Context: an optimization exercise on an open-source flow, tuned for small area, a short achievable clock period and few clock cycles per item. The choices shown serve that exercise and are no tape-out recipe.
RTL that was checked went through simulation tests only; none was proved equivalent to the original.
Power figures rest on the tool's default switching activity, not on a simulated workload.

==> flow/design.v <==
module ax12_framer (
    input  wire        clk,
    input  wire        rst,
    input  wire        cmd_valid,
    output wire        cmd_ready,
    input  wire [7:0]  cmd_code,
    input  wire [7:0]  cmd_id,
    input  wire [7:0]  cmd_opc,
    input  wire [15:0] cmd_len,
    input  wire        in_valid,
    output wire        in_ready,
    input  wire [7:0]  in_data,
    output wire        out_valid,
    input  wire        out_ready,
    output wire [7:0]  out_data,
    output wire        res_valid,
    output reg  [7:0]  res_code,
    output reg  [7:0]  csum,
    output reg  [7:0]  rid,
    output reg  [7:0]  rerr,
    output reg  [7:0]  qn
);
    localparam [7:0] RC_OK = 8'h00,
                     RC_CS_SHORT = 8'h10, RC_CS_ID = 8'h11, RC_CS_LENGTH = 8'h12,
                     RC_BAD_OPCODE = 8'h30, RC_PARAM_COUNT = 8'h31,
                     RC_ID_RANGE = 8'h32, RC_PAYLOAD_LONG = 8'h33,
                     RC_FRAME_SHORT = 8'h40, RC_BAD_HEADER = 8'h41,
                     RC_BAD_LENGTH = 8'h42, RC_BAD_CHECKSUM = 8'h43,
                     RC_BAD_ID = 8'h44, RC_BAD_REPLY_ID = 8'h45,
                     RC_BAD_COMMAND = 8'h50;
    function [7:0] add8(input [7:0] a, input [7:0] b);
        reg [7:0] g, p, g1, p1, g2, p2, g3;
        integer i;
        begin
            g = a & b;
            p = a ^ b;
            for (i = 0; i < 8; i = i + 1) begin
                g1[i] = (i >= 1) ? (g[i] | (p[i] & g[i-1])) : g[i];
                p1[i] = (i >= 1) ? (p[i] & p[i-1]) : p[i];
            end
            for (i = 0; i < 8; i = i + 1) begin
                g2[i] = (i >= 2) ? (g1[i] | (p1[i] & g1[i-2])) : g1[i];
                p2[i] = (i >= 2) ? (p1[i] & p1[i-2]) : p1[i];
            end
            for (i = 0; i < 8; i = i + 1)
                g3[i] = (i >= 4) ? (g2[i] | (p2[i] & g2[i-4])) : g2[i];
            add8 = p ^ {g3[6:0], 1'b0};
        end
    endfunction
    reg        st_idle, st_hdr, st_data, st_cs, st_res;
    wire       st_chk = !(st_idle || st_hdr || st_data || st_cs || st_res);
    reg        c_chk, c_fb, c_bld, c_dec, c_pst;    
    reg [15:0] cnt;           
    reg        f_q;           
    reg [2:0]  pos;           
    reg [7:0]  acc;           
    reg [7:0]  ta;            
    reg [7:0]  tb;            
    reg        f_short;       
    reg        f_a;           
    reg        f_b;           
    reg [7:0]  obuf;
    reg        ovalid;
    reg [7:0]  sbuf;          
    reg        svalid;
    reg [7:0]  rc;            
    wire       hi0      = (cmd_len[15:8] == 8'd0);
    wire [7:0] lo       = cmd_len[7:0];
    wire       lo_hi0   = (lo[7:3] == 5'd0);                
    wire       len_zero = hi0 && lo_hi0 && (lo[2:0] == 3'd0);
    wire       len_two  = hi0 && lo_hi0 && (lo[2:0] == 3'd2);
    wire       lo_ge2   = !(lo_hi0 && lo[2:1] == 2'd0);
    wire       lo_ge4   = !(lo_hi0 && !lo[2]);
    wire       lo_le253 = (lo[7:1] != 7'h7F);
    wire       id_ff    = (cmd_id == 8'hFF);
    reg        opc_known, pc_ok;
    always @(*) begin
        opc_known = 1'b1;
        pc_ok = 1'b0;
        case (cmd_opc)
            8'h01, 8'h05, 8'h06: pc_ok = len_zero;
            8'h02:               pc_ok = len_two;
            8'h03, 8'h04:        pc_ok = hi0 && lo_ge2 && lo_le253;
            8'h83:               pc_ok = hi0 && lo_ge4 && lo_le253;
            default:             opc_known = 1'b0;
        endcase
    end
    wire is_chk_c = (cmd_code == 8'h01);
    wire is_enc_c = (cmd_code == 8'h02);
    wire is_dec_c = (cmd_code == 8'h03);
    wire is_bld_c = (cmd_code == 8'h04);
    wire is_pst_c = (cmd_code == 8'h05);
    wire fb_ok   = !id_ff && ((is_enc_c && hi0 && lo != 8'hFF && !len_zero) ||
                              (is_bld_c && opc_known && pc_ok));
    wire sdp_go  = (is_chk_c || is_dec_c || is_pst_c) && !len_zero;
    wire acc_short = hi0 && lo_hi0 && (is_chk_c ? (lo[2:0] < 3'd3) : (lo[2:0] < 3'd6));
    wire start     = st_idle && cmd_valid;
    wire r_hi0 = (cnt[15:8] == 8'd0);
    reg  r_opc_known;
    always @(*) begin
        case (tb)
            8'h01, 8'h02, 8'h03, 8'h04, 8'h05, 8'h06, 8'h83: r_opc_known = 1'b1;
            default: r_opc_known = 1'b0;
        endcase
    end
    reg [7:0] chk_rc;
    always @(*) begin
        if (c_chk)                        chk_rc = RC_CS_SHORT;
        else if (c_dec || c_pst)          chk_rc = RC_FRAME_SHORT;
        else if (c_bld) begin
            if (!r_opc_known)             chk_rc = RC_BAD_OPCODE;
            else if (ta == 8'hFF)         chk_rc = RC_ID_RANGE;
            else                          chk_rc = RC_PARAM_COUNT;
        end else if (c_fb) begin
            if (ta == 8'hFF)              chk_rc = RC_ID_RANGE;
            else if (!r_hi0 || cnt[7:0] == 8'hFF) chk_rc = RC_PAYLOAD_LONG;
            else                          chk_rc = RC_CS_SHORT;
        end else                          chk_rc = RC_BAD_COMMAND;
    end
    wire        ofree   = !ovalid || out_ready;      
    wire        take    = st_data && !svalid && in_valid;
    wire        last_in = (cnt[7:0] == 8'd1) && (f_q || cnt[15:8] == 8'd0);
    reg  [15:0] cnt_m1;
    integer     k;
    always @(*)
        for (k = 0; k < 16; k = k + 1)
            cnt_m1[k] = cnt[k] ^ ((cnt & ((16'd1 << k) - 16'd1)) == 16'd0);
    wire [7:0] flen = cnt[7:0] + (c_bld ? 8'd2 : 8'd1);
    reg  [7:0] hdr_byte;
    always @(*) begin
        case (pos)
            3'd1:    hdr_byte = 8'hFF;
            3'd2:    hdr_byte = ta;
            3'd3:    hdr_byte = sbuf;      
            default: hdr_byte = tb;
        endcase
    end
    wire hdr_last = c_bld ? (pos == 3'd4) : (pos == 3'd3);
    wire [7:0] acc_sum = add8(acc, in_data);     
    wire [7:0] acc_hdr = add8(acc, hdr_byte);    
    wire fwd = c_fb || (((c_dec && pos >= 3'd4) || (c_pst && pos >= 3'd5)) && !last_in);
    wire len_ok = (cnt == {8'd0, sbuf});
    wire chk_ok = (in_data == ~acc);
    reg [7:0] pre_rc, good_rc;
    reg       pre_bad;
    always @(*) begin
        pre_bad = 1'b1;
        if (f_short)             pre_rc = c_chk ? RC_CS_SHORT : RC_FRAME_SHORT;
        else if (f_a)            pre_rc = c_chk ? RC_CS_ID : RC_BAD_HEADER;
        else if (f_b)            pre_rc = c_chk ? RC_CS_LENGTH : RC_BAD_LENGTH;
        else if (!c_chk && ta == 8'hFF) pre_rc = RC_BAD_ID;
        else begin
            pre_rc  = RC_OK;
            pre_bad = 1'b0;
        end
        if (c_dec)               good_rc = RC_OK;
        else if (ta == 8'hFE)    good_rc = RC_BAD_REPLY_ID;
        else if (tb[6])          good_rc = 8'h26;
        else if (tb[5])          good_rc = 8'h25;
        else if (tb[4])          good_rc = 8'h24;
        else if (tb[3])          good_rc = 8'h23;
        else if (tb[2])          good_rc = 8'h22;
        else if (tb[1])          good_rc = 8'h21;
        else if (tb[0])          good_rc = 8'h20;
        else                     good_rc = RC_OK;
    end
    wire       frame_pre = !pre_bad && !c_chk && (c_dec || ta != 8'hFE);
    wire [7:0] fin_rc    = (pre_bad || c_chk) ? pre_rc : (chk_ok ? good_rc : RC_BAD_CHECKSUM);
    wire       fin_frame = frame_pre && chk_ok;
    always @(*) res_code = {1'b0, rc[6:4], 1'b0, rc[2:0]};
    assign cmd_ready = st_idle;
    assign in_ready  = st_data && !svalid;
    assign out_valid = ovalid;
    assign out_data  = obuf;
    assign res_valid = st_res && !ovalid && !svalid;
    always @(posedge clk) begin
        if (rst) begin
            st_idle  <= 1'b1;
            st_hdr   <= 1'b0;
            st_data  <= 1'b0;
            st_cs    <= 1'b0;
            st_res   <= 1'b0;
            ovalid   <= 1'b0;
            svalid   <= 1'b0;
            rc <= 8'd0;
            csum     <= 8'd0;
            rid      <= 8'd0;
            rerr     <= 8'd0;
            qn       <= 8'd0;
        end else begin
            if (ofree) begin
                if (svalid) begin
                    obuf   <= sbuf;
                    ovalid <= 1'b1;
                    svalid <= 1'b0;
                end else if (take && fwd) begin
                    obuf   <= in_data;
                    ovalid <= 1'b1;
                end else if (st_hdr) begin
                    obuf   <= hdr_byte;
                    ovalid <= 1'b1;
                end else if (st_cs) begin
                    obuf   <= ~acc;
                    ovalid <= 1'b1;
                end else if (start) begin
                    obuf   <= 8'hFF;
                    ovalid <= fb_ok;
                end else begin
                    ovalid <= 1'b0;
                end
            end else if (take && fwd) begin
                sbuf   <= in_data;
                svalid <= 1'b1;
            end
            if (take && c_fb == 1'b0 && pos == 3'd3)
                sbuf <= in_data;
            if (st_hdr && pos == 3'd1)
                sbuf <= flen;
            if (start) begin
                c_chk   <= is_chk_c;
                c_fb    <= is_enc_c || is_bld_c;
                c_bld   <= is_bld_c;
                c_dec   <= is_dec_c;
                c_pst   <= is_pst_c;
                cnt     <= cmd_len;
                f_q     <= 1'b0;
                ta      <= cmd_id;
                tb      <= cmd_opc;
                acc     <= (is_enc_c || is_bld_c) ? 8'h01 : is_chk_c ? 8'h00 : 8'h02;
                f_short <= acc_short;
                rc <= RC_OK;
                st_idle <= 1'b0;
                st_hdr  <= fb_ok;
                st_data <= sdp_go;
                pos     <= (is_enc_c || is_bld_c) ? 3'd1 : 3'd0;
            end
            if (st_chk) begin
                rc <= chk_rc;
                    st_res   <= 1'b1;
            end
            if (st_hdr && ofree) begin
                acc <= acc_hdr;
                pos <= pos + 3'd1;
                if (hdr_last) begin
                    st_hdr <= 1'b0;
                    if (cnt == 16'd0) st_cs   <= 1'b1;
                    else              st_data <= 1'b1;
                end
            end
            if (take) begin
                acc <= acc_sum;
                cnt <= cnt_m1;
                if (pos != 3'd7)
                    pos <= pos + 3'd1;
                case (pos)
                    3'd0: f_a <= c_chk ? (in_data == 8'hFF) : (in_data != 8'hFF);
                    3'd1: begin
                        if (c_chk) f_b <= (cnt != {8'd0, in_data});
                        else       f_a <= f_a || (in_data != 8'hFF);
                    end
                    3'd2: ta <= in_data;
                    3'd4: begin
                        if (c_dec || c_pst) begin
                            tb  <= in_data;
                            f_b <= !len_ok;
                            if (len_ok) begin
                                f_q       <= 1'b1;
                                cnt[15:8] <= sbuf - (c_pst ? 8'd2 : 8'd1);
                            end
                        end
                    end
                    default: ;
                endcase
                if (last_in) begin
                    st_data <= 1'b0;
                    if (c_fb) begin
                        st_cs <= 1'b1;
                    end else begin
                        st_res   <= 1'b1;
                        rc <= fin_rc;
                        if (c_chk && !pre_bad) csum <= ~acc_sum;
                        if (fin_frame) begin
                            rid <= ta;
                            qn  <= cnt[15:8];
                        end
                        if (fin_frame && c_pst) rerr <= tb;
                    end
                end
            end
            if (st_cs && ofree && !svalid) begin
                csum   <= ~acc;
                st_cs  <= 1'b0;
                st_res <= 1'b1;
            end
            if (st_res && !ovalid && !svalid) begin
                st_res  <= 1'b0;
                st_idle <= 1'b1;
            end
        end
    end
endmodule
clock: 8.0 ns
lec_check: 0
abc_area: 1
cap_margin: 20
core_margin: 2
core_utilization: 40
setup_slack_margin: 5.0
slew_margin: 20
standard.sh (not shown) runs the stock make flow with config.mk's settings and CLKGATE_MAP_FILE= SYNTH_SCRIPT=/design/flow/synth_recipe.tcl, a recipe that flattens the netlist after the stock synthesis.
==> flow/flow/run.sh <==
#!/bin/bash
# Standard layout, with plain buffers (rather than delay buffers) on the ports.
set -euo pipefail
export BUFFER_PORTS_ARGS="-buffer_cell sky130_fd_sc_hd__buf_2"
bash standard.sh > standard.log 2>&1
The first run produced a clean layout.
Then changed:
--- a/flow/design.v
+++ b/flow/design.v
@@ -117,30 +117,26 @@
             else                          chk_rc = RC_CS_SHORT;
         end else                          chk_rc = RC_BAD_COMMAND;
     end
     wire        ofree   = !ovalid || out_ready;      
     wire        take    = st_data && !svalid && in_valid;
     wire        last_in = (cnt[7:0] == 8'd1) && (f_q || cnt[15:8] == 8'd0);
-    reg  [15:0] cnt_m1;
-    integer     k;
-    always @(*)
-        for (k = 0; k < 16; k = k + 1)
-            cnt_m1[k] = cnt[k] ^ ((cnt & ((16'd1 << k) - 16'd1)) == 16'd0);
+    wire [15:0] cnt_m1  = cnt - 16'd1;
     wire [7:0] flen = cnt[7:0] + (c_bld ? 8'd2 : 8'd1);
     reg  [7:0] hdr_byte;
     always @(*) begin
         case (pos)
             3'd1:    hdr_byte = 8'hFF;
             3'd2:    hdr_byte = ta;
             3'd3:    hdr_byte = sbuf;      
             default: hdr_byte = tb;
         endcase
     end
     wire hdr_last = c_bld ? (pos == 3'd4) : (pos == 3'd3);
-    wire [7:0] acc_sum = add8(acc, in_data);     
-    wire [7:0] acc_hdr = add8(acc, hdr_byte);    
+    wire [7:0] nb      = st_data ? in_data : hdr_byte;
+    wire [7:0] acc_sum = add8(acc, nb);
     wire fwd = c_fb || (((c_dec && pos >= 3'd4) || (c_pst && pos >= 3'd5)) && !last_in);
     wire len_ok = (cnt == {8'd0, sbuf});
     wire chk_ok = (in_data == ~acc);
     reg [7:0] pre_rc, good_rc;
     reg       pre_bad;
     always @(*) begin
@@ -236,13 +232,13 @@
             end
             if (st_chk) begin
                 rc <= chk_rc;
                     st_res   <= 1'b1;
             end
             if (st_hdr && ofree) begin
-                acc <= acc_hdr;
+                acc <= acc_sum;
                 pos <= pos + 3'd1;
                 if (hdr_last) begin
                     st_hdr <= 1'b0;
                     if (cnt == 16'd0) st_cs   <= 1'b1;
                     else              st_data <= 1'b1;
                 end
Routed wire length shrinks by 1.7%; hold slack got worse by 0.0038 ns; total power shrinks by 4.7%; cell count shrinks by 1.1%; global-route usage shrinks by 0.46 points; first-iteration DRC count grows by 1.1%; cell area shrinks by 2.9%; synthesized area shrinks by 0.93%; sequential share of layout area grows by 0.98 points; clock power shrinks by 5.1%.
Testbench counts after the change, summed over its fixed seeds: cycles 25,748, commands 2,400.
Only the layout flow was run in the first run of this note; the RTL was not checked for function there.

separate check: timing with driven ports:
The results above use ideal ports. As a check the final layouts listed here were re-extracted and re-timed, cells and wires unchanged. Step 1 assumes that a clkbuf_16 drives the clock port and a buf_2 every other input. Step 2 moves the port delays by t, midway between the first and last clock arrival at a register: inputs arrive t later, outputs are due t later. That takes back most of the time a late clock gives input paths. Three values: ideal ports, drivers, drivers and shift; two values: the first two.
run | t, ns | slack for setup (ns) | hold slack, ns | worst setup path after step 2 | pins driven straight from the clock port
the first run | 0.470 | 5.089 / 5.110 / 4.643 | 0.463 / 0.463 / 0.463 | input to register | 1
the second run | 0.463 | 5.042 / 5.042 / 4.621 | 0.459 / 0.459 / 0.459 | input to register | 1
After both steps every run listed still meets setup and hold. For the first run, which loses most, drivers alone change the setup slack by +0.021 ns; drivers and shift together by -0.446 ns.
